This design comes from an exercise in tuning for small area, a short achievable clock period and few clock cycles on the open sky130 flow, not from production work.
RTL that was checked went through simulation tests only; none was proved equivalent to the original.
No functional check of the RTL was part of run 1.
Power and IR drop assume default switching activity.

==> flow/flow/run.sh <==
#!/bin/bash
# The standard layout (standard.sh) with these changes:
# - port buffers are buf_2 cells instead of the default delay buffers;
# - the timing repair aims for a period well below the clock's (a setup
#   margin), may size cells to other footprints, and repairs the worst
#   endpoint only.
# ORFS writes each step's full log under orfs/logs; make's own output goes to
# flow_make.log here.
set -o pipefail
bash standard.sh SETUP_SLACK_MARGIN=${SCC_SETUP_MARGIN:-20.5} MATCH_CELL_FOOTPRINT=0 \
    TNS_END_PERCENT=0 "BUFFER_PORTS_ARGS=-buffer_cell sky130_fd_sc_hd__buf_2" \
    finish > flow_make.log 2>&1
==> flow/standard.sh <==
#!/bin/bash
# synth_recipe.tcl (not shown) runs the flow's synth.tcl, then flattens the netlist and writes it again
# the make line also repeats each setting of config.mk as NAME=value (left out here)
make -C /OpenROAD-flow-scripts/flow DESIGN_CONFIG=/design/flow/config.mk WORK_HOME=/design/flow/orfs CLKGATE_MAP_FILE= SYNTH_SCRIPT=/design/flow/synth_recipe.tcl "${@:-finish}"
==> flow/config.mk <==
export PLATFORM = sky130hd
export DESIGN_NAME = scc
export DESIGN_NICKNAME = scc
export VERILOG_FILES = /design/flow/design.v
export SDC_FILE = /design/flow/constraint.sdc
export NUM_CORES = 4
export LEC_CHECK = 0
export CAP_MARGIN = 20
export CORE_MARGIN = 2
export CORE_UTILIZATION = 65
export PLACE_DENSITY = 0.8
export SLEW_MARGIN = 20
==> flow/constraint.sdc <==
create_clock -name core_clock -period 27.0 [get_ports {clk}]
set_input_delay 5.4000 -clock core_clock [delete_from_list [all_inputs] [get_ports {clk}]]
set_output_delay 5.4000 -clock core_clock [all_outputs]
set_load 0.01 [all_outputs]
==> flow/design.v <==
module scc (
    input  wire        clk,
    input  wire        rst,           
    input  wire        cmd_valid,
    input  wire [7:0]  cmd,
    output reg         ready,
    input  wire        ofs_we,
    input  wire [31:0] ofs_wdata,
    output reg  [31:0] ofs,
    output wire [31:0] msf,           
    output reg  [31:0] edc,
    output wire [31:0] status,
    output reg         mem_en,
    output reg         mem_we,
    output reg  [11:0] mem_addr,
    output reg  [7:0]  mem_wdata,
    input  wire [7:0]  mem_rdata
);
    function [7:0] gf_mul2;             
        input [7:0] x;
        gf_mul2 = {x[6:0], 1'b0} ^ (x[7] ? 8'h1D : 8'h00);
    endfunction
    function [7:0] gf_mul;              
        input [7:0] a;
        input [7:0] b;
        integer i;
        reg [7:0] p, t;
        begin
            p = 8'h00;
            t = a;
            for (i = 0; i < 8; i = i + 1) begin
                if (b[i]) p = p ^ t;
                t = gf_mul2(t);
            end
            gf_mul = p;
        end
    endfunction
    function [31:0] edc_lut;            
        input [7:0] idx;
        integer i;
        reg [31:0] r;
        begin
            r = {24'd0, idx};
            for (i = 0; i < 8; i = i + 1)
                r = r[0] ? ((r >> 1) ^ 32'hD8018001) : (r >> 1);
            edc_lut = r;
        end
    endfunction
    function [7:0] bcd7;                
        input [6:0] n;
        begin
            case (n)
            7'd0: bcd7 = 8'h00;
            7'd1: bcd7 = 8'h01;
            7'd2: bcd7 = 8'h02;
            7'd3: bcd7 = 8'h03;
            7'd4: bcd7 = 8'h04;
            7'd5: bcd7 = 8'h05;
            7'd6: bcd7 = 8'h06;
            7'd7: bcd7 = 8'h07;
            7'd8: bcd7 = 8'h08;
            7'd9: bcd7 = 8'h09;
            7'd10: bcd7 = 8'h10;
            7'd11: bcd7 = 8'h11;
            7'd12: bcd7 = 8'h12;
            7'd13: bcd7 = 8'h13;
            7'd14: bcd7 = 8'h14;
            7'd15: bcd7 = 8'h15;
            7'd16: bcd7 = 8'h16;
            7'd17: bcd7 = 8'h17;
            7'd18: bcd7 = 8'h18;
            7'd19: bcd7 = 8'h19;
            7'd20: bcd7 = 8'h20;
            7'd21: bcd7 = 8'h21;
            7'd22: bcd7 = 8'h22;
            7'd23: bcd7 = 8'h23;
            7'd24: bcd7 = 8'h24;
            7'd25: bcd7 = 8'h25;
            7'd26: bcd7 = 8'h26;
            7'd27: bcd7 = 8'h27;
            7'd28: bcd7 = 8'h28;
            7'd29: bcd7 = 8'h29;
            7'd30: bcd7 = 8'h30;
            7'd31: bcd7 = 8'h31;
            7'd32: bcd7 = 8'h32;
            7'd33: bcd7 = 8'h33;
            7'd34: bcd7 = 8'h34;
            7'd35: bcd7 = 8'h35;
            7'd36: bcd7 = 8'h36;
            7'd37: bcd7 = 8'h37;
            7'd38: bcd7 = 8'h38;
            7'd39: bcd7 = 8'h39;
            7'd40: bcd7 = 8'h40;
            7'd41: bcd7 = 8'h41;
            7'd42: bcd7 = 8'h42;
            7'd43: bcd7 = 8'h43;
            7'd44: bcd7 = 8'h44;
            7'd45: bcd7 = 8'h45;
            7'd46: bcd7 = 8'h46;
            7'd47: bcd7 = 8'h47;
            7'd48: bcd7 = 8'h48;
            7'd49: bcd7 = 8'h49;
            7'd50: bcd7 = 8'h50;
            7'd51: bcd7 = 8'h51;
            7'd52: bcd7 = 8'h52;
            7'd53: bcd7 = 8'h53;
            7'd54: bcd7 = 8'h54;
            7'd55: bcd7 = 8'h55;
            7'd56: bcd7 = 8'h56;
            7'd57: bcd7 = 8'h57;
            7'd58: bcd7 = 8'h58;
            7'd59: bcd7 = 8'h59;
            7'd60: bcd7 = 8'h60;
            7'd61: bcd7 = 8'h61;
            7'd62: bcd7 = 8'h62;
            7'd63: bcd7 = 8'h63;
            7'd64: bcd7 = 8'h64;
            7'd65: bcd7 = 8'h65;
            7'd66: bcd7 = 8'h66;
            7'd67: bcd7 = 8'h67;
            7'd68: bcd7 = 8'h68;
            7'd69: bcd7 = 8'h69;
            7'd70: bcd7 = 8'h70;
            7'd71: bcd7 = 8'h71;
            7'd72: bcd7 = 8'h72;
            7'd73: bcd7 = 8'h73;
            7'd74: bcd7 = 8'h74;
            7'd75: bcd7 = 8'h75;
            7'd76: bcd7 = 8'h76;
            7'd77: bcd7 = 8'h77;
            7'd78: bcd7 = 8'h78;
            7'd79: bcd7 = 8'h79;
            7'd80: bcd7 = 8'h80;
            7'd81: bcd7 = 8'h81;
            7'd82: bcd7 = 8'h82;
            7'd83: bcd7 = 8'h83;
            7'd84: bcd7 = 8'h84;
            7'd85: bcd7 = 8'h85;
            7'd86: bcd7 = 8'h86;
            7'd87: bcd7 = 8'h87;
            7'd88: bcd7 = 8'h88;
            7'd89: bcd7 = 8'h89;
            7'd90: bcd7 = 8'h90;
            7'd91: bcd7 = 8'h91;
            7'd92: bcd7 = 8'h92;
            7'd93: bcd7 = 8'h93;
            7'd94: bcd7 = 8'h94;
            7'd95: bcd7 = 8'h95;
            7'd96: bcd7 = 8'h96;
            7'd97: bcd7 = 8'h97;
            7'd98: bcd7 = 8'h98;
            7'd99: bcd7 = 8'h99;
            default: bcd7 = 8'hxx;
            endcase
        end
    endfunction
    reg [23:0] msf_lo;
    reg        msf_hi;               
    reg        sync_ok, form2, blank, addr_ok;
    reg        err;
    reg [1:0]  cause;
    reg [7:0]  fcmd;                 
    assign msf    = {6'd0, msf_hi, 1'b0, msf_lo};
    assign status = {8'd0, fcmd, 5'd0, cause, err, 4'd0, addr_ok, blank, form2, sync_ok};
    reg [6:0]  mf;
    reg [5:0]  ms;
    reg [6:0]  mm;
    reg [4:0]  mc;
    reg        mbit;
    reg        mdone, mbad;
    reg        conv_req;     
    wire [19:0] a150 = {1'b0, ofs[18:0]} + 20'd150;
    wire [7:0]  f2   = {mf, mbit};
    wire        fge  = (f2 >= 8'd75);
    wire [7:0]  f2s  = f2 - 8'd75;
    wire [6:0]  s2   = {ms, fge};
    wire        sge  = (s2 >= 7'd60);
    wire [6:0]  s2s  = s2 - 7'd60;
    reg        busy;         
    reg        st_disp, st_waitm, st_msfw, st_chk, st_edc, st_wr, st_fin;
    reg        st_erd, st_eb1, st_eb2, st_ew0, st_ew1;
    reg [7:0]  op;           
    reg        op_rst;       
    reg        back;         
    reg [11:0] ptr;          
    reg        rv1, rv2;     
    reg [7:0]  rd_q;
    reg        layer_q;      
    reg [11:0] cw_start;     
    reg [7:0]  wp;           
    reg [5:0]  minor;
    reg [7:0]  acc_a, acc_b;
    wire op_synth  = op[5];
    wire op_clr    = op[4] & ~op[1] & ~op[0];
    wire op_wrsync = op[4] & op[0];
    wire op_wraddr = op[4] & op[1];
    wire [5:0]  ecc_last = layer_q ? 6'd42 : 6'd23;
    wire        ecc_wrap = layer_q ? (ptr >= 12'd2160) : (ptr >= 12'd1990);
    wire [11:0] ecc_step = layer_q ? (ecc_wrap ? 12'd88 - 12'd2236 : 12'd88)
                                   : (ecc_wrap ? 12'd86 - 12'd2064 : 12'd86);
    wire [11:0] ecc_cnt  = layer_q ? 12'd52 : 12'd86;
    wire [7:0]  wp_end   = layer_q ? 8'hFB : (op_synth ? 8'h1F : 8'h71);
    reg  [11:0] k_add;
    always @(*) begin
        k_add = 12'd1;
        if (st_erd) k_add = ecc_step;
        if (st_eb1) k_add = (layer_q & ptr[0]) ? 12'd85 : 12'd1;
        if (st_ew0) k_add = ecc_cnt;
        if (st_ew1) k_add = 12'd1 - ecc_cnt;
        if (st_chk & back) k_add = 12'hFFF;
    end
    wire [11:0] p_sum = ptr + k_add;
    wire [1:0] hidx = st_chk ? {ptr[1] ^ ptr[0], ~ptr[0]} : ptr[1:0];
    wire [6:0] hval = (hidx == 2'd0) ? mm : (hidx == 2'd1) ? {1'b0, ms} : mf;
    wire [7:0] hdr  = (hidx == 2'd3) ? 8'h02 : bcd7(hval);
    wire [7:0] wr_data = op_clr ? 8'h00 :
                         (ptr < 12'd12) ? ((ptr == 12'd0 || ptr == 12'd11) ? 8'h00 : 8'hFF) :
                         (ptr < 12'd16) ? hdr :
                         (ptr[11:2] == 10'd518) ? edc[ptr[1:0]*8 +: 8] : 8'h00;
    wire [11:0] wr_hi  = op_wrsync ? 12'd11 : op_wraddr ? 12'd15 :
                         op_synth ? 12'd2351 : op[4] ? 12'd2351 : 12'd2075;
    reg [7:0] chk_exp;
    reg       chk_last;
    always @(*) begin
        case (op[1:0])
            2'd0: begin      
                chk_exp  = (ptr == 12'd3 || ptr == 12'd14) ? 8'h00 : 8'hFF;
                chk_last = (ptr == 12'd14);
            end
            2'd1: begin      
                chk_exp  = (ptr == 12'd21 || ptr == 12'd25) ? 8'h20 : 8'h00;
                chk_last = (ptr == 12'd26);
            end
            2'd2: begin      
                chk_exp  = 8'h00;
                chk_last = back && (ptr == 12'd21);
            end
            default: begin   
                chk_exp  = hdr;
                chk_last = (ptr == 12'd18);
            end
        endcase
    end
    wire chk_ok = (rd_q == chk_exp);
    wire [31:0] crc_next = (edc >> 8) ^ edc_lut(edc[7:0] ^ rd_q);
    wire [7:0]  acc_a_n = gf_mul2(acc_a ^ rd_q);
    wire [7:0]  acc_b_n = acc_b ^ rd_q;
    wire [7:0]  ecc_p0  = gf_mul(gf_mul2(acc_a_n) ^ acc_b_n, 8'hF4);
    task go_idle;
        begin
            busy     <= 1'b0;
            ready    <= 1'b1;
            st_disp  <= 1'b0; st_waitm <= 1'b0; st_msfw <= 1'b0; st_chk <= 1'b0;
            st_edc   <= 1'b0; st_wr    <= 1'b0; st_fin  <= 1'b0;
            st_erd   <= 1'b0; st_eb1   <= 1'b0; st_eb2  <= 1'b0; st_ew0 <= 1'b0;
            st_ew1   <= 1'b0;
        end
    endtask
    task fault;
        input [1:0] c;
        begin
            go_idle;
            err   <= 1'b1;
            cause <= c;
            fcmd  <= op;
        end
    endtask
    task ecc_start;
        input q;
        begin
            st_erd   <= 1'b1;
            layer_q  <= q;
            ptr      <= 12'd12;
            cw_start <= 12'd12;
            wp       <= q ? 8'hC8 : 8'h1C;
            minor    <= 6'd0;
            acc_a    <= 8'd0;
            acc_b    <= 8'd0;
        end
    endtask
    task conv_start;
        begin
            mc    <= 5'd18;
            mbit  <= 1'b0;
            mdone <= 1'b0;
            mf    <= 7'd0;
            ms    <= 6'd0;
            mm    <= 7'd0;
        end
    endtask
    wire iss_rd = st_chk | st_edc | st_erd;
    wire iss_wr = st_wr | st_ew0 | st_ew1;
    always @(posedge clk) begin
        mem_addr  <= ptr;
        mem_en    <= iss_rd | iss_wr;
        mem_we    <= iss_wr;
        mem_wdata <= st_ew0 ? ecc_p0 : st_ew1 ? (mem_wdata ^ acc_b) : wr_data;
        rv1       <= mem_en & ~mem_we & busy;
        rv2       <= rv1 & busy;
        rd_q      <= mem_rdata;
        if (rv2) begin
            acc_a <= acc_a_n;
            acc_b <= acc_b_n;
        end
        if (!mdone) begin
            if (mc == 5'd30) begin
                mdone <= 1'b1;
                mbad  <= (|ofs[31:19]) | a150[19] | (mm >= 7'd100);
            end else begin
                mbit <= a150[mc];
                mc   <= mc - 5'd1;
                mf   <= fge ? f2s[6:0] : f2[6:0];
                ms   <= sge ? s2s[5:0] : s2[5:0];
                mm   <= {mm[5:0], sge};
            end
        end
        conv_req <= 1'b0;
        if (conv_req)
            conv_start;
        if (ofs_we)                              
            ofs <= ofs_wdata;
        if (rst) begin
            go_idle;
            busy     <= 1'b1;
            ready    <= 1'b0;
            st_disp  <= 1'b1;
            op_rst   <= 1'b1;
            mem_en   <= 1'b0;
            mem_we   <= 1'b0;
            conv_req <= 1'b1;
        end else begin
            if (!busy) begin
                if (ofs_we)
                    conv_req <= 1'b1;
                op     <= cmd;
                op_rst <= (cmd == 8'hFF);
                if (cmd_valid) begin
                    busy    <= 1'b1;
                    ready   <= 1'b0;
                    st_disp <= 1'b1;
                end
            end
            if (st_disp) begin
                st_disp <= 1'b0;
                if (op_rst) begin
                    ofs     <= 32'd0;
                    msf_lo  <= 24'd0;
                    msf_hi  <= 1'b0;
                    edc     <= 32'd0;
                    sync_ok <= 1'b0;
                    form2   <= 1'b0;
                    blank   <= 1'b0;
                    addr_ok <= 1'b0;
                    err     <= 1'b0;
                    cause   <= 2'd0;
                    fcmd    <= 8'h00;
                    conv_req <= 1'b1;
                    go_idle;
                end else if (err) begin
                    go_idle;                         
                end else begin
                    case (op)
                        8'h01, 8'h0B, 8'h12, 8'h20:      
                            st_waitm <= 1'b1;
                        8'h02: begin                     
                            st_edc <= 1'b1;
                            edc    <= 32'd0;
                            ptr    <= 12'd16;
                        end
                        8'h03, 8'h04:                    
                            ecc_start(op[2]);
                        8'h08, 8'h09, 8'h0A: begin       
                            st_chk <= 1'b1;
                            back   <= 1'b0;
                            ptr    <= op[1:0] == 2'd0 ? 12'd0 : 12'd16;
                        end
                        8'h10, 8'h11: begin              
                            st_wr <= 1'b1;
                            ptr   <= 12'd0;
                        end
                        default:
                            fault(2'd2);
                    endcase
                end
            end
            if (st_waitm && mdone) begin
                st_waitm <= 1'b0;
                if (mbad)
                    fault(2'd1);
                else if (op[4]) begin                    
                    st_wr <= 1'b1;
                    ptr   <= 12'd12;
                end else if (op[5]) begin                
                    st_wr <= 1'b1;
                    ptr   <= 12'd0;
                    edc   <= 32'd0;
                end else if (op[3]) begin                
                    st_chk <= 1'b1;
                    back   <= 1'b0;
                    ptr    <= 12'd12;
                end else begin                           
                    st_msfw <= 1'b1;
                    ptr     <= 12'd12;
                end
            end
            if (st_msfw) begin
                msf_lo <= {hdr, msf_lo[23:8]};
                ptr    <= p_sum;
                if (ptr[1:0] == 2'd2) begin
                    msf_hi <= 1'b1;
                    go_idle;
                end
            end
            if (st_wr) begin
                ptr <= p_sum;
                if (ptr == wr_hi) begin
                    st_wr <= 1'b0;
                    if (op_synth)
                        ecc_start(1'b0);
                    else
                        st_fin <= 1'b1;
                end
            end
            if (st_fin)
                go_idle;
            if (st_chk) begin
                ptr <= p_sum;
                if (!back && op[1:0] == 2'd2 && ptr == 12'd23) begin
                    back <= 1'b1;
                    ptr  <= 12'd2351;
                end
                if (rv2 && (!chk_ok || chk_last)) begin
                    case (op[1:0])
                        2'd0: sync_ok <= chk_ok;
                        2'd1: form2   <= chk_ok;
                        2'd2: blank   <= chk_ok;
                        default: addr_ok <= chk_ok;
                    endcase
                    go_idle;
                end
            end
            if (st_edc) begin
                ptr <= p_sum;
                if (rv2)
                    edc <= crc_next;
                if (ptr == 12'd2074) begin           
                    st_edc <= 1'b0;
                    st_wr  <= 1'b1;
                    ptr    <= 12'd2072;
                end
            end
            if (st_erd) begin
                if (minor == ecc_last) begin
                    st_erd <= 1'b0;
                    st_eb1 <= 1'b1;
                    ptr    <= cw_start;
                end else begin
                    minor <= minor + 6'd1;
                    ptr   <= p_sum;
                end
            end
            if (st_eb1) begin
                st_eb1   <= 1'b0;
                st_eb2   <= 1'b1;
                cw_start <= (op_synth && layer_q && ptr == 12'd13) ? 12'd1990 : p_sum;
                ptr      <= {4'h8, wp};
            end
            if (st_eb2) begin
                st_eb2 <= 1'b0;
                st_ew0 <= 1'b1;
            end
            if (st_ew0) begin
                st_ew0 <= 1'b0;
                st_ew1 <= 1'b1;
                ptr    <= p_sum;
            end
            if (st_ew1) begin
                st_ew1 <= 1'b0;
                acc_a  <= 8'd0;
                acc_b  <= 8'd0;
                wp     <= (op_synth && layer_q && wp == 8'hC9) ? 8'hF6 : p_sum[7:0];
                if (wp == wp_end) begin
                    if (op_synth && !layer_q)
                        ecc_start(1'b1);
                    else
                        st_fin <= 1'b1;
                end else begin
                    st_erd <= 1'b1;
                    minor  <= 6'd0;
                    ptr    <= cw_start;
                end
            end
        end
    end
endmodule
==> PnR_summary.wiki, run 1 <==
{| class="wikitable"
! Metric !! Value
|-
| Final Total Pwr || 1.03 mW
|-
| Library cell contributing the largest single delay on the critical path || dfxtp_1
|-
| Count of antenna-violating nets left after detailed routing || 0
|-
| Number of synthesis warnings || 1
|-
| Quantity of hold-fixing buffers added after cts || 0
|-
| Final Slew Violations || 0
|-
| Most frequent cells in the layout || buf_2 (178), nor2_1 (153), nand2_1 (143), dfxtp_1 (123), edfxtp_1 (121)
|-
| Clk buf depth || 3
|-
| Hold Path Class || reg -> reg
|-
| Post-detail-place hpwl || 28.7 mm
|-
| Top cell type's share of synthesized area || 0.248
|-
| Routability Congestion || 1.00
|-
| Dominant delay contributor by cell family on the critical path || flip-flops
|-
| Part of the Yosys area used for sequential elements || 0.416
|-
| Max-slew headroom || 0.275
|-
| Sink Count || 244
|-
| Storage cell area || 6100 um^2
|-
| X dimension of the die || 154 um
|-
| Cell types occupying the most area after synthesis || edfxtp_1 (25%), dfxtp_1 (17%), xnor2_1 (4.3%)
|-
| Highest cell delay on the worst timing path || 0.50 ns
|-
| Average cell area after synthesis || 9.09 um^2
|-
| Post-synth top area cell || edfxtp_1
|-
| Worst path cell trace || buf_2
|-
| Accumulated negative setup slack || 0 ns
|-
| Port-buffer cells || 178
|-
| Cell area after technology mapping || 14700 um^2
|-
| Count of distinct cell types in the synthesized netlist || 87
|-
| Routed length per instance || 20.7 um
|-
| DRC marker count from the first detailed-route iteration || 1616
|-
| Max-cap violation count || 0
|-
| Total buffers and inverters traversed by the critical path || 1
|-
| Maximum level of the CTS H-tree || 1
|-
| Share of final-layout standard cells stronger than drive strength 1 || 0.155
|-
| Cells after synthesis || 1614
|-
| Post-route DRC || 0
|-
| Highest clock frequency the design can meet || 151 MHz
|-
| Crit Path Class || reg -> out
|-
| Final hold violation count || 0
|-
| Count of TritonRoute iterations in the first routing pass || 6
|-
| Post-synthesis sequential element count || 244
|-
| TritonCTS Buffers || 26
|-
| Initial antenna violation count || 1
|-
| Required time at the worst-slack endpoint || 21.60 ns
|-
| Most frequent standard cell in the layout excluding fill and tap cells || buf_2
|-
| Status || finished clean
|-
| Clock root cell || clkbuf_16
|-
| Clock input transition at the sequential cells of the worst setup and hold paths || 0.06 ns
|-
| Count of flip-flops with a built-in enable after synthesis || 121
|-
| Wirelength, routed || 41.9 mm
|-
| VDD IR max || 0.0000772 V
|-
| Via count of the first global-routing pass || 12300
|-
| Largest net degree at the start of global routing || 48
|-
| Number of placed I/O pins || 203
|-
| NumNets Final || 1805
|-
| Number of filler instances in the final layout || 1598
|-
| Tmin final || 6.64 ns
|-
| Transition time at the pin with the least slew margin || 1.08 ns
|-
| Via count || 13400
|-
| Critical path data arrival time || 1.24 ns
|-
| Area of combinational cells with multiple inputs || 7920 um^2
|-
| Setup clock skew after layout || 0.0196 ns
|-
| Synth Flop Type || dfxtp_1
|-
| Remaining global-route overflow || 0
|-
| P_leak || 6.67 nW
|-
| Count of standard-cell rows || 54
|-
| Final worst path period share || 0.246
|-
| TritonCTS clock tree || built
|-
| Unrepaired setup endpoints after global routing || true
|-
| Largest fanout on the critical path || 10
|-
| Starting utilization of the core area || 0.668
|-
| Power density cells || 62.6 nW/um^2
|-
| Setup-violating endpoint count in the final report || 0
|-
| Later-pin clock latency in the skew report || 0.55 ns
|-
| Die H || 154 um
|-
| Combined global-route utilization of all metal layers || 0.340
|-
| Core Region || 22000 um^2
|-
| Via density per instance || 6.61
|-
| Crit. End Element || primary output
|-
| Growth of design area from synthesis to finish || 12.0%
|-
| Die Area || 23800 um^2
|-
| Type of element launching the critical path || register
|-
| First-pass GRT wire length || 65.6 mm
|-
| Share of flip-flops with an asynchronous set or reset after synthesis || 0
|}
## cell type report
| type | instances | area share |
|---|---|---|
| sequential | 244 | 0.371 |
| inverter | 37 | 0.00868 |
| timing repair buffer | 191 | 0.0604 |
| clock buffer | 35 | 0.0461 |
| tap | 280 | 0.0213 |
| multi-input combinational | 1224 | 0.482 |
| timing repair inverter | 2 | 0.000761 |
| clock inverter | 13 | 0.00982 |
| antenna | 1 | 0.000152 |
## power by group
group          switching (mW)  internal, mW
Combinational           0.110        0.0889
Sequential             0.0314         0.414
Clock                   0.149         0.235
Total                   0.291         0.738
## path summary, 6_finish.rpt
path / startpoint / slack [ns] / cells past startpoint / to
max reg2reg: ptr[1] / 21.80 / 13 / st_fin
max: ofs[5] / 20.36 / 1 / ofs[5]
min: mem_we / 0.42 / 1 / rv1
min reg2reg: mem_we / 0.42 / 1 / rv1
## stage by stage
step | instances | utilization | setup slack [ns] | hold slack [ns] | area (um^2)
after global routing | 2027 | 0.748 | 20.31 | 0.431 | 16400
after floorplan | 1637 | - | 19.57 | 0.375 | 14800
after CTS | 2025 | 0.748 | 20.18 | 0.423 | 16400
after global placement | 1975 | 0.705 | 19.13 | 0.392 | 15500
final | 2027 | 0.748 | 20.36 | 0.421 | 16400
after detailed placement | 1975 | 0.705 | 19.01 | 0.409 | 15500
## routing by layer
layer	share of wire	vias to the layer above	wire length, um	GRT usage
met1	0.39	6260	16400	0.462
li1	-	6121	-	-
met4	0.038	0	1590	0.134
met5	0	-	0	0
met3	0.10	146	4290	0.0482
met2	0.47	875	19700	0.555
## cells by family (layout without fill, tap and decap cells)
group,count (synthesis),count (layout),synth area share
adders and majority gates,27,27,0.0235
muxes,59,59,0.0485
other,1,25,0.000256
and+or+nand+nor,527,527,0.174
xor gates and xnor gates,127,127,0.0758
AOI/OAI and AO/OA,460,460,0.210
buffers and inverters,169,278,0.0522
DFF,244,244,0.416
## synthesized netlist by cell type, types with 5 or more instances
library cell	instances
a211oi_1	36
or3_1	9
a221oi_1	13
a2111oi_0	5
edfxtp_1	121
a221o_1	5
a21o_1	8
nor4b_1	7
nand4_1	13
nand2b_1	12
xor2_1	55
nor2_1	155
o21a_1	13
a311oi_1	7
a22o_1	17
nor3b_1	7
xnor2_1	72
o31ai_1	7
nor2b_1	19
clkbuf_1	81
a211o_1	8
mux4_2	9
o211ai_1	13
nand2_1	143
and3_1	17
buf_2	5
nor3_1	27
nor4_1	15
a22oi_1	28
o22ai_1	5
a31oi_1	18
o2111ai_1	5
inv_1	36
or2_2	5
dfxtp_1	123
nand3_1	42
o21ai_0	104
o21bai_1	7
a21oi_1	112
ha_1	26
buf_4	31
and2_1	33
buf_1	13
mux2i_1	46
## flip-flops by register name, indices dropped and copies added (netlist names), 2 cells and up
signal / cells
fcmd: 8
mem_addr: 12
ofs: 32
msf_lo: 24
ptr: 12
cw_start: 12
mem_wdata: 8
mm: 7
wp: 8
edc: 32
acc_a: 8
ms: 6
mf: 7
cause: 2
mc: 5
minor: 6
acc_b: 8
rd_q: 8
op: 8
## repair_timing
item | CTS | global route
cloned | 2 | 0
resized for setup | 1 | 1
setup endpoints to repair | 181 | 143
buffers inserted | 0 | 1
==> run 2, diff against run 1 <==
--- a/flow/design.v
+++ b/flow/design.v
@@ -180,3 +180,3 @@
     reg        st_disp, st_waitm, st_msfw, st_chk, st_edc, st_wr, st_fin;
-    reg        st_erd, st_eb1, st_eb2, st_ew0, st_ew1;
+    reg        st_erd;       
     reg [7:0]  op;           
@@ -188,5 +188,7 @@
     reg        layer_q;      
-    reg [11:0] cw_start;     
     reg [7:0]  wp;           
-    reg [5:0]  minor;
+    reg [5:0]  minor;        
+    reg        drain;        
+    reg [3:0]  wpend;        
+    reg        fresh;        
     reg [7:0]  acc_a, acc_b;
@@ -201,2 +203,6 @@
     wire [11:0] ecc_cnt  = layer_q ? 12'd52 : 12'd86;
+    wire [11:0] ecc_next = !layer_q ? -12'd1977 :
+                           (ptr >= 12'd1472) ? (ptr[0] ? -12'd1375 : -12'd1459)
+                                             : (ptr[0] ?  12'd861  :  12'd777);
+    wire        ecc_lastrd = (minor == ecc_last);
     wire [7:0]  wp_end   = layer_q ? 8'hFB : (op_synth ? 8'h1F : 8'h71);
@@ -205,6 +211,3 @@
         k_add = 12'd1;
-        if (st_erd) k_add = ecc_step;
-        if (st_eb1) k_add = (layer_q & ptr[0]) ? 12'd85 : 12'd1;
-        if (st_ew0) k_add = ecc_cnt;
-        if (st_ew1) k_add = 12'd1 - ecc_cnt;
+        if (st_erd) k_add = ecc_lastrd ? ecc_next : ecc_step;
         if (st_chk & back) k_add = 12'hFFF;
@@ -245,4 +248,8 @@
     wire [31:0] crc_next = (edc >> 8) ^ edc_lut(edc[7:0] ^ rd_q);
-    wire [7:0]  acc_a_n = gf_mul2(acc_a ^ rd_q);
-    wire [7:0]  acc_b_n = acc_b ^ rd_q;
+    wire [7:0]  acc_a_n = gf_mul2((fresh ? 8'h00 : acc_a) ^ rd_q);
+    wire [7:0]  acc_b_n = (fresh ? 8'h00 : acc_b) ^ rd_q;
+    wire        wslot0 = st_erd & wpend[2];
+    wire        wslot1 = st_erd & wpend[3];
+    wire [11:0] wa0    = {4'h8, wp};
+    wire [11:0] wa1    = wa0 + ecc_cnt;
     wire [7:0]  ecc_p0  = gf_mul(gf_mul2(acc_a_n) ^ acc_b_n, 8'hF4);
@@ -254,4 +261,3 @@
             st_edc   <= 1'b0; st_wr    <= 1'b0; st_fin  <= 1'b0;
-            st_erd   <= 1'b0; st_eb1   <= 1'b0; st_eb2  <= 1'b0; st_ew0 <= 1'b0;
-            st_ew1   <= 1'b0;
+            st_erd   <= 1'b0;
         end
@@ -273,7 +279,7 @@
             ptr      <= 12'd12;
-            cw_start <= 12'd12;
             wp       <= q ? 8'hC8 : 8'h1C;
             minor    <= 6'd0;
-            acc_a    <= 8'd0;
-            acc_b    <= 8'd0;
+            drain    <= 1'b0;
+            wpend    <= 4'd0;
+            fresh    <= 1'b1;
         end
@@ -290,9 +296,10 @@
     endtask
-    wire iss_rd = st_chk | st_edc | st_erd;
-    wire iss_wr = st_wr | st_ew0 | st_ew1;
+    wire ecc_rd = st_erd & ~drain & ~wpend[2] & ~wpend[3];
+    wire iss_rd = st_chk | st_edc | ecc_rd;
+    wire iss_wr = st_wr | wslot0 | wslot1;
     always @(posedge clk) begin
-        mem_addr  <= ptr;
+        mem_addr  <= wslot0 ? wa0 : wslot1 ? wa1 : ptr;
         mem_en    <= iss_rd | iss_wr;
         mem_we    <= iss_wr;
-        mem_wdata <= st_ew0 ? ecc_p0 : st_ew1 ? (mem_wdata ^ acc_b) : wr_data;
+        mem_wdata <= wslot0 ? ecc_p0 : wslot1 ? (mem_wdata ^ acc_b) : wr_data;
         rv1       <= mem_en & ~mem_we & busy;
@@ -303,3 +310,6 @@
             acc_b <= acc_b_n;
+            fresh <= 1'b0;
         end
+        if (wslot0)
+            fresh <= 1'b1;
         if (!mdone) begin
@@ -321,12 +331,3 @@
             ofs <= ofs_wdata;
-        if (rst) begin
-            go_idle;
-            busy     <= 1'b1;
-            ready    <= 1'b0;
-            st_disp  <= 1'b1;
-            op_rst   <= 1'b1;
-            mem_en   <= 1'b0;
-            mem_we   <= 1'b0;
-            conv_req <= 1'b1;
-        end else begin
+        begin
             if (!busy) begin
@@ -452,40 +453,24 @@
             if (st_erd) begin
-                if (minor == ecc_last) begin
-                    st_erd <= 1'b0;
-                    st_eb1 <= 1'b1;
-                    ptr    <= cw_start;
-                end else begin
-                    minor <= minor + 6'd1;
-                    ptr   <= p_sum;
+                wpend <= {wpend[2:0], 1'b0};
+                if (ecc_rd) begin
+                    ptr <= p_sum;
+                    if (ecc_lastrd) begin
+                        wpend[0] <= 1'b1;
+                        minor    <= 6'd0;
+                        if (wp == wp_end)
+                            drain <= 1'b1;
+                        if (op_synth && layer_q && wp == 8'hC9)
+                            ptr <= 12'd1990;         
+                    end else
+                        minor <= minor + 6'd1;
                 end
-            end
-            if (st_eb1) begin
-                st_eb1   <= 1'b0;
-                st_eb2   <= 1'b1;
-                cw_start <= (op_synth && layer_q && ptr == 12'd13) ? 12'd1990 : p_sum;
-                ptr      <= {4'h8, wp};
-            end
-            if (st_eb2) begin
-                st_eb2 <= 1'b0;
-                st_ew0 <= 1'b1;
-            end
-            if (st_ew0) begin
-                st_ew0 <= 1'b0;
-                st_ew1 <= 1'b1;
-                ptr    <= p_sum;
-            end
-            if (st_ew1) begin
-                st_ew1 <= 1'b0;
-                acc_a  <= 8'd0;
-                acc_b  <= 8'd0;
-                wp     <= (op_synth && layer_q && wp == 8'hC9) ? 8'hF6 : p_sum[7:0];
-                if (wp == wp_end) begin
-                    if (op_synth && !layer_q)
-                        ecc_start(1'b1);
-                    else
-                        st_fin <= 1'b1;
-                end else begin
-                    st_erd <= 1'b1;
-                    minor  <= 6'd0;
-                    ptr    <= cw_start;
+                if (wslot1) begin
+                    wp <= (op_synth && layer_q && wp == 8'hC9) ? 8'hF6 : wp + 8'd1;
+                    if (drain) begin
+                        st_erd <= 1'b0;
+                        if (op_synth && !layer_q)
+                            ecc_start(1'b1);
+                        else
+                            st_fin <= 1'b1;
+                    end
                 end
@@ -493,2 +478,12 @@
         end
+        if (rst) begin
+            go_idle;
+            busy     <= 1'b1;
+            ready    <= 1'b0;
+            st_disp  <= 1'b1;
+            op_rst   <= 1'b1;
+            mem_en   <= 1'b0;
+            mem_we   <= 1'b0;
+            conv_req <= 1'b1;
+        end
     end
==> flow/flow/run.sh (replaced) <==
#!/bin/bash
# The standard layout (standard.sh) with these changes:
# - port buffers are buf_1 cells instead of the default delay buffers;
# - the timing repair aims for a period well below the clock's (a setup
#   margin) and may size cells to other footprints.
# ORFS writes each step's full log under orfs/logs; make's own output goes to
# flow_make.log here.
set -o pipefail
bash standard.sh SETUP_SLACK_MARGIN=${SCC_SETUP_MARGIN:-20.6} MATCH_CELL_FOOTPRINT=0 \
    TNS_END_PERCENT=100 "BUFFER_PORTS_ARGS=-buffer_cell sky130_fd_sc_hd__buf_1" \
    finish > flow_make.log 2>&1
--- a/flow/config.mk
+++ b/flow/config.mk
@@ -9,4 +9,6 @@
 export CORE_MARGIN = 2
-export CORE_UTILIZATION = 65
-export PLACE_DENSITY = 0.8
+export CORE_UTILIZATION = 40
+export CTS_CLUSTER_DIAMETER = 100
+export CTS_CLUSTER_SIZE = 24
+export PLACE_DENSITY = 0.6
 export SLEW_MARGIN = 20
==> PnR_summary.wiki, run 2 <==
{| class="wikitable"
! Metric !! Value
|-
| Status || finished clean
|-
| Later-pin clock latency in the skew report || 0.51 ns
|-
| Post-detail-place hpwl || 27.4 mm
|-
| Wirelength, routed || 39.2 mm
|-
| Worst path cell trace || clkbuf_2
|-
| Number of synthesis warnings || 1
|-
| Average cell area after synthesis || 8.60 um^2
|-
| Cell types occupying the most area after synthesis || dfxtp_1 (28%), edfxtp_1 (11%), nand2_1 (5.2%)
|-
| Clock input transition at the sequential cells of the worst setup and hold paths || 0.09 ns
|-
| Largest net degree at the start of global routing || 35
|-
| Most frequent cells in the layout || nand2_1 (186), nor2_1 (129), o21ai_0 (108), a21oi_1 (101), dfxtp_1 (94)
|-
| Most frequent standard cell in the layout excluding fill and tap cells || nand2_1
|-
| Top cell type's share of synthesized area || 0.276
|-
| Routed length per instance || 17.9 um
|-
| Required time at the worst-slack endpoint || 21.60 ns
|-
| Total buffers and inverters traversed by the critical path || 1
|-
| Part of the Yosys area used for sequential elements || 0.385
|-
| Via count of the first global-routing pass || 11700
|-
| DRC marker count from the first detailed-route iteration || 912
|-
| First-pass GRT wire length || 62.6 mm
|-
| Count of standard-cell rows || 67
|-
| Count of TritonRoute iterations in the first routing pass || 5
|-
| Worst setup slack before clock tree synthesis || 20.31 ns
|-
| Max-slew headroom || 0.260
|-
| Storage cell area || 5340 um^2
|-
| Transition time at the pin with the least slew margin || 1.08 ns
|-
| Final critical-path setup slack || 20.52 ns
|-
| Final hold violation count || 0
|-
| Count of distinct cell types in the synthesized netlist || 85
|-
| Via density per instance || 5.60
|-
| Unrepaired setup endpoints after global routing || true
|-
| Hold Path Class || reg -> reg
|-
| Growth of design area from synthesis to finish || 18.7%
|-
| Max-cap violation count || 0
|-
| Maximum level of the CTS H-tree || 1
|-
| Remaining global-route overflow || 0
|-
| TritonCTS clock tree || built
|-
| Die Area || 35100 um^2
|-
| Core Region || 33300 um^2
|-
| P_leak || 6.42 nW
|-
| Area of combinational cells with multiple inputs || 7620 um^2
|-
| Largest fanout on the critical path || 2
|-
| Setup clock skew after layout || 0.0256 ns
|-
| Highest cell delay on the worst timing path || 0.43 ns
|-
| Final Slew Violations || 0
|-
| VDD IR max || 0.0000443 V
|-
| Post-route DRC || 0
|-
| Most numerous cell in the Yosys netlist || nand2_1
|-
| Die H || 187 um
|-
| Number of placed I/O pins || 203
|-
| Post-synthesis sequential element count || 234
|-
| Antenna fix cells || 0
|-
| X dimension of the die || 187 um
|-
| Starting utilization of the core area || 0.404
|-
| Clk buf depth || 3
|-
| Sink Count || 234
|-
| Share of final-layout standard cells stronger than drive strength 1 || 0.196
|-
| Final worst path period share || 0.240
|-
| Post-synth top area cell || dfxtp_1
|-
| Via count || 12300
|-
| Combined global-route utilization of all metal layers || 0.216
|-
| Library cell contributing the largest single delay on the critical path || edfxtp_1
|-
| NumNets Final || 1822
|-
| Routability Congestion || 0.893
|-
| Count of flip-flops with a built-in enable after synthesis || 49
|-
| Critical path data arrival time || 1.08 ns
|-
| Count of antenna-violating nets left after detailed routing || 0
|-
| Top flop regs || edc: 32 flops, ofs: 32 flops, msf_lo: 24 flops
|-
| Highest clock frequency the design can meet || 154 MHz
|-
| Port-buffer cells || 178
|-
| Crit. End Element || primary output
|-
| Clock root cell || clkbuf_16
|-
| Dominant delay contributor by cell family on the critical path || flip-flops
|-
| Initial antenna violation count || 0
|-
| Tmin final || 6.48 ns
|-
| Type of element launching the critical path || register
|-
| Share of flip-flops with an asynchronous set or reset after synthesis || 0
|-
| Setup-violating endpoint count in the final report || 0
|-
| Cells after synthesis || 1564
|-
| Quantity of hold-fixing buffers added after cts || 0
|-
| Number of filler instances in the final layout || 3229
|-
| Cell area after technology mapping || 13400 um^2
|-
| Crit Path Class || reg -> out
|-
| Accumulated negative setup slack || 0 ns
|-
| Power density cells || 53.5 nW/um^2
|-
| Most frequent cells after synthesis || nand2_1 (186), dfxtp_1 (185), nor2_1 (129), o21ai_0 (108), a21oi_1 (101)
|-
| Synth Flop Type || dfxtp_1
|-
| TritonCTS Buffers || 14
|}
## run 2: repair_timing
action                                  4_1_cts  5_1_grt
buffers inserted                             57       12
gates resized for setup                     285      101
endpoints found under the setup margin      117      100
## run 2: power by group
part	internal, mW	switching (mW)
sequential	0.375	0.0242
combinational	0.0899	0.119
clock	0.115	0.129
total	0.580	0.273
## run 2: final timing paths
check	startpoint	to	slack [ns]	cells after the start
worst max register to register	ptr[1]	st_fin	21.36	15
worst min register to register	mem_we	rv1	0.43	1
worst max-delay path	msf_lo[21]	msf[21]	20.52	1
worst min-delay path	mem_we	rv1	0.43	1
## run 2: per-stage QoR
stage	cell area, um^2	util	cells	hold slack [ns]	power, mW
floorplan	13500	-	1587	0.412	0.550
global placement	14200	0.428	2098	0.419	0.597
detailed placement	14200	0.428	2098	0.426	0.599
CTS	15600	0.469	2179	0.430	0.852
global route	16000	0.480	2191	0.465	0.894
finish	16000	0.480	2191	0.432	0.853
## run 2: cell type report
class,count,area share
well taps,448,0.0351
clock inverters,4,0.00384
flip-flops and latches,234,0.335
multi-input cells,1188,0.477
clock buffers,20,0.0247
inverters,41,0.00964
repair buffers,256,0.115
## run 2: logic make-up (layout without fill, tap and decap cells)
kind of cell / count (synthesis) / in the layout / share of synthesized area
AOI/OAI and AO/OA: 413 / 413 / 0.203
and+or+nand+nor: 539 / 539 / 0.192
DFF: 234 / 234 / 0.385
adders and majority gates: 36 / 36 / 0.0339
other: 1 / 24 / 0.000279
xor gates and xnor gates: 118 / 118 / 0.0780
buffers and inverters: 165 / 321 / 0.0556
muxes: 58 / 58 / 0.0520
## run 2: layer usage
metal	up-vias	GRT usage	part of all wire	wire length, um
li1	5903	-	-	-
met1	5823	0.306	0.46	18000
met4	0	0.0546	0.019	745
met3	52	0.0373	0.082	3220
met5	-	0	0	0
met2	491	0.340	0.44	17200
Testbench counts of run 2, summed over its fixed seeds: cycles 406,049.
==> run 3, diff against run 2 <==
==> flow/flow/run.sh (replaced) <==
#!/bin/bash
# The standard layout (standard.sh) with these changes:
# - port buffers are buf_1 cells instead of the default delay buffers;
# - the timing repair aims for a period well below the clock's (a setup
#   margin), may size cells to other footprints, and repairs the worst
#   endpoint only.
# ORFS writes each step's full log under orfs/logs; make's own output goes to
# flow_make.log here.
set -o pipefail
bash standard.sh SETUP_SLACK_MARGIN=${SCC_SETUP_MARGIN:-20.5} MATCH_CELL_FOOTPRINT=0 \
    TNS_END_PERCENT=0 "BUFFER_PORTS_ARGS=-buffer_cell sky130_fd_sc_hd__buf_1" \
    finish > flow_make.log 2>&1
==> PnR_summary.wiki, run 3 <==
{| class="wikitable"
! Metric !! Value
|-
| Final worst path period share || 0.242
|-
| Number of placed I/O pins || 203
|-
| Cells after synthesis || 1564
|-
| Clock Power Share || 0.292
|-
| Total net switching power || 0.270 mW
|-
| Setup-violating endpoint count in the final report || 0
|-
| Cell types occupying the most area after synthesis || dfxtp_1 (28%), edfxtp_1 (11%), nand2_1 (5.2%)
|-
| Most numerous cell in the Yosys netlist || nand2_1
|-
| Crit Path Class || reg -> out
|-
| Via count || 12000
|-
| Average cell area after synthesis || 8.60 um^2
|-
| Cell area after technology mapping || 13400 um^2
|-
| Die Area || 35100 um^2
|-
| Most frequent standard cell in the layout excluding fill and tap cells || nand2_1
|-
| Storage cell area || 5180 um^2
|-
| Via count of the first global-routing pass || 11300
|-
| Tmin final || 6.53 ns
|-
| Power density cells || 57.0 nW/um^2
|-
| TritonCTS Buffers || 14
|-
| Multiplexer share of the synthesized area || 0.0520
|-
| Share of final-layout standard cells stronger than drive strength 1 || 0.0436
|-
| Post-detail-place hpwl || 27.4 mm
|-
| Sink Count || 234
|-
| Antenna fix cells || 0
|-
| Worst path cell trace || buf_1
|-
| Clk buf depth || 3
|-
| Number of synthesis warnings || 1
|-
| Internal power consumption || 0.568 mW
|-
| Dominant delay contributor by cell family on the critical path || flip-flops
|-
| Top flop regs || edc: 32 flops, ofs: 32 flops, msf_lo: 24 flops
|-
| Later-pin clock latency in the skew report || 0.52 ns
|-
| Most frequent cells in the layout || nand2_1 (186), dfxtp_1 (181), buf_1 (173), nor2_1 (129), o21ai_0 (108)
|-
| Synth Area in Compound Gates || 0.203
|-
| X dimension of the die || 187 um
|-
| Count of flip-flops with a built-in enable after synthesis || 49
|-
| Starting utilization of the core area || 0.404
|-
| Highest clock frequency the design can meet || 153 MHz
|-
| Wirelength, routed || 37.7 mm
|-
| DRC marker count from the first detailed-route iteration || 880
|-
| Fraction of synthesized cell area in xor and xnor cells || 0.0780
|-
| Most frequent cells after synthesis || nand2_1 (186), dfxtp_1 (185), nor2_1 (129), o21ai_0 (108), a21oi_1 (101)
|-
| Max-slew headroom || 0.291
|-
| Max-cap violation count || 0
|-
| NumNets Final || 1753
|-
| Final hold violation count || 0
|-
| Fraction of power spent switching nets || 0.322
|-
| Count of antenna-violating nets left after detailed routing || 0
|-
| Type of element launching the critical path || register
|-
| Combined global-route utilization of all metal layers || 0.210
|-
| Post-route DRC || 0
|-
| Top cell type's share of synthesized area || 0.276
|-
| Post-synthesis sequential element count || 234
|-
| Count of distinct cell types in the synthesized netlist || 85
|-
| Largest fanout on the critical path || 4
|-
| Unrepaired setup endpoints after global routing || true
|-
| Crit. End Element || primary output
|-
| Synth Flop Type || dfxtp_1
|-
| Area of combinational cells with multiple inputs || 7620 um^2
|-
| Die H || 187 um
|-
| Status || finished clean
|-
| Remaining global-route overflow || 0
|-
| Via density per instance || 5.65
|-
| Required time at the worst-slack endpoint || 21.60 ns
|-
| Count of TritonRoute iterations in the first routing pass || 6
|-
| Part of the Yosys area used for sequential elements || 0.385
|-
| Share of flip-flops with an asynchronous set or reset after synthesis || 0
|-
| Clock root cell || clkbuf_16
|-
| Hold Path Class || reg -> reg
|-
| P_leak || 5.52 nW
|-
| Final Slew Violations || 0
|-
| Transition time at the pin with the least slew margin || 1.06 ns
|-
| Clock input transition at the sequential cells of the worst setup and hold paths || 0.11 ns
|-
| Routability Congestion || 0.893
|-
| Setup clock skew after layout || 0.0263 ns
|-
| Highest cell delay on the worst timing path || 0.44 ns
|-
| Main combinational cell family by area after synthesis || compound AO/OA/AOI/OAI gates
|-
| VDD IR max || 0.0000481 V
|-
| Critical path data arrival time || 1.13 ns
|-
| First-pass GRT wire length || 60.9 mm
|-
| Routed length per instance || 17.8 um
|-
| Largest net degree at the start of global routing || 35
|-
| Number of filler instances in the final layout || 3352
|-
| Library cell contributing the largest single delay on the critical path || dfxtp_1
|-
| Post-synthesis share of cell area spent on full adders, half adders and majority gates || 0.0339
|-
| Final Core Density || 0.442
|-
| Port-buffer cells || 178
|-
| Total buffers and inverters traversed by the critical path || 1
|-
| Fraction of power consumed by combinational cells || 0.230
|-
| Growth of design area from synthesis to finish || 9.42%
|-
| Post-synth top area cell || dfxtp_1
|-
| Maximum level of the CTS H-tree || 1
|-
| Initial antenna violation count || 0
|-
| Accumulated negative setup slack || 0 ns
|-
| TritonCTS clock tree || built
|-
| Core Region || 33300 um^2
|-
| Count of standard-cell rows || 67
|-
| Sequential Power Share || 0.478
|-
| Synthesized-area fraction occupied by and/or/nand/nor cells || 0.192
|}
run 3: cell count changes in the layout (fill, tap and decap cells not counted):
cell and change:
buf_1 +113, dfxtp_1 +87, buf_4 -69, buf_2 -8, dfxtp_4 -20, dfxtp_2 -67, clkbuf_2 -36, buf_6 -69
run 3: what timing repair did:
action / in CTS / in global routing
setup endpoints to repair: 39 / 74
resized for setup: 1 / 7
buffers inserted: 0 / 0
hold buffers: 0 / 0
run 3: kinds of logic after synthesis:
family / count (synthesis)
muxes: 58
and+or+nand+nor: 539
adders and majority gates: 36
xor gates and xnor gates: 118
DFF: 234
other: 1
buffers and inverters: 165
AOI/OAI and AO/OA: 413
run 3: power by group through the flow:
stage               clock network [mW]  registers (mW)  logic (mW)
global placement                     0           0.408       0.189
global route                     0.263           0.404       0.212
finish                           0.245           0.401       0.193
CTS                              0.251           0.400       0.192
floorplan                            0           0.401       0.149
detailed placement                   0           0.408       0.191
run 3: cell type report:
cell class	count	share of cell area
clock inverters	4	0.00417
flip-flops and latches	234	0.352
inverters	41	0.0105
repair buffers	187	0.0504
well taps	448	0.0381
clock buffers	20	0.0268
multi-input cells	1188	0.518
run 3: worst paths after layout:
path	to	cells after the start	startpoint	slack (ns)
setup / recovery	edc[4]	1	edc[4]	20.47
hold / removal	rv2	1	rv1	0.44
setup reg to reg	st_fin	15	ptr[1]	21.37
hold reg to reg	rv2	1	rv1	0.44
run 3: worst reg2reg max path, delay by kind of cell, from the launching register on:
kind	cells	cell delay, ns
fa+ha+maj	2	0.79
simple gates	3	0.81
mux	2	0.75
flops	1	0.33
compound gates	6	2.29
buf+inv	2	0.57
run 3: routing by layer:
metal / track usage / routed length [um]
met5: 0 / 0
met4: 0.0525 / 726
met3: 0.0385 / 3020
met2: 0.327 / 16400
met1: 0.299 / 17600
run 3: metrics by stage:
| step | std cells | power, mW | hold slack (ns) | setup WS (ns) | cell area (um^2) |
|---|---|---|---|---|---|
| floorplan | 1587 | 0.550 | 0.412 | 20.50 | 13500 |
| global placement | 2098 | 0.597 | 0.419 | 20.32 | 14200 |
| detailed placement | 2098 | 0.599 | 0.426 | 20.31 | 14200 |
| CTS | 2122 | 0.843 | 0.449 | 20.44 | 14700 |
| global route | 2122 | 0.878 | 0.480 | 20.43 | 14700 |
| finish | 2122 | 0.839 | 0.444 | 20.47 | 14700 |
==> run 4, diff against run 3 <==
==> flow/flow/run.sh (replaced) <==
#!/bin/bash
# The standard layout (standard.sh) with these changes:
# - port buffers are buf_2 cells instead of the default delay buffers;
# - the timing repair aims for a period well below the clock's (a setup
#   margin), may size cells to other footprints, and repairs the worst
#   endpoint only.
# ORFS writes each step's full log under orfs/logs; make's own output goes to
# flow_make.log here.
set -o pipefail
bash standard.sh SETUP_SLACK_MARGIN=${SCC_SETUP_MARGIN:-20.5} MATCH_CELL_FOOTPRINT=0 \
    TNS_END_PERCENT=0 "BUFFER_PORTS_ARGS=-buffer_cell sky130_fd_sc_hd__buf_2" \
    finish > flow_make.log 2>&1
==> PnR_summary.wiki, run 4 <==
{| class="wikitable"
! Metric !! Value
|-
| Post-synth top area cell || dfxtp_1
|-
| Routability Congestion || 0.893
|-
| Sink Count || 234
|-
| Wirelength, routed || 38.0 mm
|-
| Number of placed I/O pins || 203
|-
| Top flop regs || edc: 32 flops, ofs: 32 flops, msf_lo: 24 flops
|-
| Average cell area after synthesis || 8.60 um^2
|-
| Required time at the worst-slack endpoint || 21.60 ns
|-
| Later-pin clock latency in the skew report || 0.50 ns
|-
| Starting utilization of the core area || 0.404
|-
| Crit. End Element || primary output
|-
| Total net switching power || 0.269 mW
|-
| Via density per instance || 5.60
|-
| Part of the Yosys area used for sequential elements || 0.385
|-
| Largest fanout on the critical path || 4
|-
| Most frequent cells after synthesis || nand2_1 (186), dfxtp_1 (185), nor2_1 (129), o21ai_0 (108), a21oi_1 (101)
|-
| TritonCTS Buffers || 15
|-
| Type of element launching the critical path || register
|-
| Dominant delay contributor by cell family on the critical path || flip-flops
|-
| Count of distinct cell types in the synthesized netlist || 85
|-
| Final Slew Violations || 0
|-
| Stages on worst setup path || 1
|-
| Maximum level of the CTS H-tree || 1
|-
| Final worst path period share || 0.242
|-
| Count of TritonRoute iterations in the first routing pass || 6
|-
| Max-slew headroom || 0.291
|-
| Growth of design area from synthesis to finish || 11.1%
|-
| Setup clock skew after layout || 0.0306 ns
|-
| Share of final-layout standard cells stronger than drive strength 1 || 0.148
|-
| Clock root cell || clkbuf_16
|-
| Final Total Pwr || 0.832 mW
|-
| Highest clock frequency the design can meet || 153 MHz
|-
| Final critical-path setup slack || 20.47 ns
|-
| Clk buf depth || 3
|-
| VDD IR max || 0.0000379 V
|-
| Placement-stage cell area || 14500 um^2
|-
| Port-buffer cells || 178
|-
| P_leak || 6.13 nW
|-
| Die Area || 35100 um^2
|-
| Via count of the first global-routing pass || 11000
|-
| Cell area after technology mapping || 13400 um^2
|-
| Fraction of power spent switching nets || 0.323
|-
| Via count || 11900
|-
| Worst path cell trace || buf_2
|-
| Internal power consumption || 0.563 mW
|-
| Count of standard-cell rows || 67
|-
| Final hold violation count || 0
|-
| Synth Flop Type || dfxtp_1
|-
| Highest cell delay on the worst timing path || 0.46 ns
|-
| Number of synthesis warnings || 1
|-
| Largest net degree at the start of global routing || 35
|-
| Setup repair bufs after CTS || 0
|-
| Unrepaired setup endpoints after global routing || true
|-
| X dimension of the die || 187 um
|-
| Worst setup slack before clock tree synthesis || 20.33 ns
|-
| Hold Path Class || reg -> reg
|-
| Status || finished clean
|-
| Combined global-route utilization of all metal layers || 0.211
|-
| First-pass GRT wire length || 60.9 mm
|-
| Setup-violating endpoint count in the final report || 0
|-
| Count of flip-flops with a built-in enable after synthesis || 49
|-
| TritonCTS clock tree || built
|-
| Share of flip-flops with an asynchronous set or reset after synthesis || 0
|-
| Remaining global-route overflow || 0
|-
| Most frequent cells in the layout || nand2_1 (186), dfxtp_1 (183), buf_2 (178), nor2_1 (129), o21ai_0 (108)
|-
| Power density cells || 55.7 nW/um^2
|-
| Most numerous cell in the Yosys netlist || nand2_1
|-
| Antenna fix cells || 0
|-
| Library cell contributing the largest single delay on the critical path || dfxtp_1
|-
| Count of antenna-violating nets left after detailed routing || 0
|-
| Fraction of power consumed by combinational cells || 0.235
|-
| Total buffers and inverters traversed by the critical path || 1
|-
| Max-cap violation count || 0
|-
| Routed length per instance || 17.9 um
|-
| Final Core Density || 0.449
|-
| DRC marker count from the first detailed-route iteration || 904
|-
| Post-synthesis sequential element count || 234
|-
| Capturing point of the worst reg2reg path || st_fin
|-
| Number of cells on the worst hold path || 1
|-
| Post-route cell area || 14900 um^2
|-
| Sequential Power Share || 0.481
|-
| Top cell type's share of synthesized area || 0.276
|-
| Crit Path Class || reg -> out
|-
| Core Region || 33300 um^2
|-
| Endpoint of the most critical setup path || edc[31]
|-
| Clock input transition at the sequential cells of the worst setup and hold paths || 0.10 ns
|-
| Cells after synthesis || 1564
|-
| Initial antenna violation count || 0
|-
| NumNets Final || 1755
|-
| Worst r2r path cells || 16
|-
| Critical path data arrival time || 1.13 ns
|-
| Die H || 187 um
|-
| CP Launch Point || edc[31]
|-
| Tmin final || 6.53 ns
|-
| Post-route DRC || 0
|-
| Slack of the worst reg-to-reg path || 21.47 ns
|-
| Accumulated negative setup slack || 0 ns
|-
| Cell types occupying the most area after synthesis || dfxtp_1 (28%), edfxtp_1 (11%), nand2_1 (5.2%)
|-
| Clock Power Share || 0.283
|-
| Post-detail-place hpwl || 27.7 mm
|-
| Most frequent standard cell in the layout excluding fill and tap cells || nand2_1
|-
| Transition time at the pin with the least slew margin || 1.06 ns
|-
| FF-to-FF Start || ptr[1]
|}
## run 4: metal layers
metal	wire length, um	vias up	GRT usage
met3	3090	48	0.0353
met2	16300	480	0.324
li1	-	5760	-
met5	0	-	0
met1	17800	5587	0.310
met4	772	0	0.0458
## run 4: worst min path at each step
stage,from,to,slack (ns)
final,rv1,rv2,0.44
after global routing,rv1,rv2,0.47
after CTS,rv1,rv2,0.45
after detailed placement,rv1,rv2,0.42
after global placement,rv1,rv2,0.42
after floorplan,rv1,rv2,0.41
## run 4: power by group through the flow
stage	sequential [mW]	combinational, mW	clock (mW)
after floorplan	0.401	0.149	0
after global placement	0.407	0.193	0
after detailed placement	0.408	0.196	0
after CTS	0.400	0.197	0.244
after global routing	0.404	0.216	0.256
final	0.401	0.196	0.236
## run 4: stage by stage
stage                     hold WS, ns  cells
after CTS                       0.445   2122
after floorplan                 0.412   1587
after global routing            0.468   2122
final                           0.443   2122
after detailed placement        0.423   2099
after global placement          0.419   2099
## run 4: repair_timing
item | 4_1_cts | 5_1_grt
gates resized for setup | 1 | 1
hold buffers | 0 | 0
hold endpoints to repair | 0 | 0
endpoints found under the setup margin | 10 | 33
## run 4: final cells by class
class | instances | area [um^2]
multi-input combinational | 1188 | 7620
clock buffer | 17 | 383
clock inverter | 6 | 72.6
timing repair buffer | 188 | 966
fill | 3354 | 18400
sequential | 234 | 5180
inverter | 41 | 154
tap | 448 | 561
## run 4: cells by family after synthesis
kind of cell,Yosys count,synth area share
AND/OR/NAND/NOR,539,0.192
AO/OA/AOI/OAI,413,0.203
flip-flops,234,0.385
buffers and inverters,165,0.0556
XOR/XNOR,118,0.0780
multiplexers,58,0.0520
adder cells (fa/ha/maj),36,0.0339
other,1,0.000279
==> run 5, diff against run 4 <==
==> flow/flow/run.sh (replaced) <==
#!/bin/bash
# The standard layout (standard.sh) with these changes:
# - port buffers are buf_1 cells instead of the default delay buffers;
# - the clock tree uses larger sink clusters and no dummy loads;
# - the timing repair aims for a period well below the clock's (a setup
#   margin), may size cells to other footprints, and repairs the worst
#   endpoint only.
# ORFS writes each step's full log under orfs/logs; make's own output goes to
# flow_make.log here.
set -o pipefail
bash standard.sh SETUP_SLACK_MARGIN=${SCC_SETUP_MARGIN:-20.5} MATCH_CELL_FOOTPRINT=0 \
    TNS_END_PERCENT=0 "BUFFER_PORTS_ARGS=-buffer_cell sky130_fd_sc_hd__buf_1" \
    "CTS_ARGS=-sink_clustering_enable -repair_clock_nets -sink_clustering_size 30 -sink_clustering_max_diameter 110 -dont_use_dummy_load" \
    finish > flow_make.log 2>&1
--- a/flow/config.mk
+++ b/flow/config.mk
@@ -10,4 +10,2 @@
 export CORE_UTILIZATION = 40
-export CTS_CLUSTER_DIAMETER = 100
-export CTS_CLUSTER_SIZE = 24
 export PLACE_DENSITY = 0.6
==> PnR_summary.wiki, run 5 <==
{| class="wikitable"
! Metric !! Value
|-
| Share of flip-flops with an asynchronous set or reset after synthesis || 0
|-
| Count of flip-flops with a built-in enable after synthesis || 49
|-
| TritonCTS clock tree || built
|-
| First-pass GRT wire length || 60.6 mm
|-
| Crit. End Element || primary output
|-
| Max-cap violation count || 0
|-
| Top flop regs || edc: 32 flops, ofs: 32 flops, msf_lo: 24 flops
|-
| Status || finished clean
|-
| Core Region || 33300 um^2
|-
| Maximum level of the CTS H-tree || 1
|-
| Via count of the first global-routing pass || 11300
|-
| Routability Congestion || 0.893
|-
| Die Area || 35100 um^2
|-
| Combined global-route utilization of all metal layers || 0.209
|-
| DRC marker count from the first detailed-route iteration || 892
|-
| Worst hold margin || 0.448 ns
|-
| Number of filler instances in the final layout || 3362
|-
| Later-pin clock latency in the skew report || 0.51 ns
|-
| Setup clock skew after layout || 0.0602 ns
|-
| Hold Path Class || reg -> reg
|-
| Number of standard cells in the layout, taps in and fillers out || 2110
|-
| Remaining global-route overflow || 0
|-
| P_leak || 5.45 nW
|-
| Number of cells on the worst hold path || 1
|-
| Routed length per instance || 17.9 um
|-
| FF-to-FF Start || ptr[1]
|-
| Die H || 187 um
|-
| Critical path data arrival time || 1.12 ns
|-
| Placement-stage cell area || 14200 um^2
|-
| Library cell contributing the largest single delay on the critical path || dfxtp_1
|-
| Final Core Density || 0.437
|-
| Post-route cell area || 14600 um^2
|-
| Worst r2r path cells || 15
|-
| Average cell area after synthesis || 8.60 um^2
|-
| Starting utilization of the core area || 0.404
|-
| Sink Count || 234
|-
| Unrepaired setup endpoints after global routing || true
|-
| Accumulated negative setup slack || 0 ns
|-
| Storage cell area || 5180 um^2
|-
| Highest clock frequency the design can meet || 153 MHz
|-
| Part of the Yosys area used for sequential elements || 0.385
|-
| Total buffers and inverters traversed by the critical path || 1
|-
| Slack of the worst reg-to-reg path || 21.34 ns
|-
| Setup-violating endpoint count in the final report || 0
|-
| Via count || 11900
|-
| Cell area after technology mapping || 13400 um^2
|-
| Number of synthesis warnings || 1
|-
| TritonCTS Buffers || 12
|-
| Largest fanout on the critical path || 4
|-
| Count of distinct cell types in the synthesized netlist || 85
|-
| Count of antenna-violating nets left after detailed routing || 0
|-
| Tmin final || 6.52 ns
|-
| Final hold violation count || 0
|-
| Largest net degree at the start of global routing || 35
|-
| Clk buf depth || 3
|-
| Max-slew headroom || 0.295
|-
| Final Total Pwr || 0.789 mW
|-
| NumNets Final || 1751
|-
| Dominant delay contributor by cell family on the critical path || flip-flops
|-
| Transition time at the pin with the least slew margin || 1.06 ns
|-
| Final Slew Violations || 0
|-
| X dimension of the die || 187 um
|-
| Clock root cell || clkbuf_16
|-
| Antenna fix cells || 0
|-
| Via density per instance || 5.62
|-
| Instance count after placement with tap cells included || 2098
|-
| Port-buffer cells || 178
|-
| Most frequent cells in the layout || nand2_1 (186), dfxtp_1 (180), buf_1 (173), nor2_1 (129), o21ai_0 (108)
|-
| Worst path cell trace || buf_1
|-
| Synth Flop Type || dfxtp_1
|-
| Most numerous cell in the Yosys netlist || nand2_1
|-
| Count of standard-cell rows || 67
|-
| Worst setup slack before clock tree synthesis || 20.31 ns
|-
| VDD IR max || 0.0000411 V
|-
| Cell types occupying the most area after synthesis || dfxtp_1 (28%), edfxtp_1 (11%), nand2_1 (5.2%)
|-
| Growth of design area from synthesis to finish || 8.27%
|-
| Crit Path Class || reg -> out
|-
| Required time at the worst-slack endpoint || 21.60 ns
|-
| Clock input transition at the sequential cells of the worst setup and hold paths || 0.11 ns
|-
| Post-route DRC || 0
|-
| Initial antenna violation count || 0
|-
| Cells after synthesis || 1564
|-
| Most frequent standard cell in the layout excluding fill and tap cells || nand2_1
|-
| Post-detail-place hpwl || 27.4 mm
|-
| Final critical-path setup slack || 20.48 ns
|-
| Capturing point of the worst reg2reg path || st_fin
|-
| Top cell type's share of synthesized area || 0.276
|-
| Power density cells || 54.2 nW/um^2
|-
| Area of combinational cells with multiple inputs || 7620 um^2
|-
| Post-synth top area cell || dfxtp_1
|-
| Wirelength, routed || 37.7 mm
|-
| Post-synthesis sequential element count || 234
|-
| Most frequent cells after synthesis || nand2_1 (186), dfxtp_1 (185), nor2_1 (129), o21ai_0 (108), a21oi_1 (101)
|-
| Number of placed I/O pins || 203
|-
| Destination of the worst hold path || rv2
|-
| Count of TritonRoute iterations in the first routing pass || 5
|-
| Quantity of hold-fixing buffers added after cts || 0
|-
| Startpoint of the worst hold path || rv1
|-
| Type of element launching the critical path || register
|-
| Share of final-layout standard cells stronger than drive strength 1 || 0.0403
|-
| Final worst path period share || 0.241
|-
| Highest cell delay on the worst timing path || 0.44 ns
|}
-- run 5: power breakdown --
part           switching, mW  internal, mW  leakage [nW]
Sequential            0.0257         0.375          1.99
Clock                  0.115        0.0807         0.148
Combinational          0.115        0.0777          3.31
Total                  0.255         0.534          5.45
-- run 5: how the worst max path moves through the flow --
stage                 start  endpoint  cells after the start
floorplan            ofs_we   ofs[10]                      4
global placement     ofs_we    ofs[6]                      3
detailed placement   ofs_we    ofs[1]                      3
CTS                 edc[28]   edc[28]                      1
global route        edc[20]   edc[20]                      1
finish               edc[4]    edc[4]                      1
-- run 5: cells by family (layout without fill, tap and decap cells) --
logic type / after synthesis / count (layout) / share of synthesized area
muxes: 58 / 58 / 0.0520
adders and majority gates: 36 / 36 / 0.0339
and+or+nand+nor: 539 / 539 / 0.192
buffers and inverters: 165 / 240 / 0.0556
xor gates and xnor gates: 118 / 118 / 0.0780
other: 1 / 24 / 0.000279
DFF: 234 / 234 / 0.385
AOI/OAI and AO/OA: 413 / 413 / 0.203
-- run 5: cell type report --
| cell class | instances | area share |
|---|---|---|
| flip-flops and latches | 234 | 0.356 |
| clock buffers | 12 | 0.0206 |
| well taps | 448 | 0.0385 |
| inverters | 41 | 0.0106 |
| repair buffers | 187 | 0.0510 |
| multi-input cells | 1188 | 0.523 |
-- run 5: timing repair --
item	CTS	global route
setup endpoints to repair	27	54
pin swaps	0	0
gates resized for setup	4	5
setup buffers	0	0
-- run 5: metal layers --
metal / GRT usage / routed length, um
met1: 0.297 / 17700
met3: 0.0347 / 2830
met2: 0.327 / 16400
met4: 0.0559 / 788
met5: 0 / 0

afterwards: timing with drivers on the ports:
The flow's constraints put no driver on any port. The routed layouts listed below were extracted and timed again, unchanged, in two steps. Step 1: set_driving_cell puts a clkbuf_16 on clk and a buf_2 on each other input, an assumption about the parent block. Step 2 also shifts input and output timing later by t, the mid clock arrival at the registers, as if the neighbouring blocks saw the same clock. Three values: no drivers, after step 1, after step 2; two values: the first two.
run | t, ns | setup WS [ns] | slew at the worst register clock pin (ns) | worst slew at a driven data input, ns
run 1 | 0.587 | 20.362 / 20.311 / 19.937 | 0.07 / 0.07 | 0.06
run 2 | 0.547 | 20.518 / 20.469 / 20.255 | 0.11 / 0.11 | 0.09
run 3 | 0.548 | 20.469 / 20.420 / 20.302 | 0.11 / 0.11 | 0.09
run 4 | 0.544 | 20.467 / 20.412 / 20.363 | 0.10 / 0.10 | 0.07
run 5 | 0.534 | 20.481 / 20.428 / 20.289 | 0.13 / 0.13 | 0.08
After both steps every run listed still meets setup and hold. For run 1, which loses most, drivers alone change the setup slack by -0.051 ns; drivers and shift together by -0.425 ns.
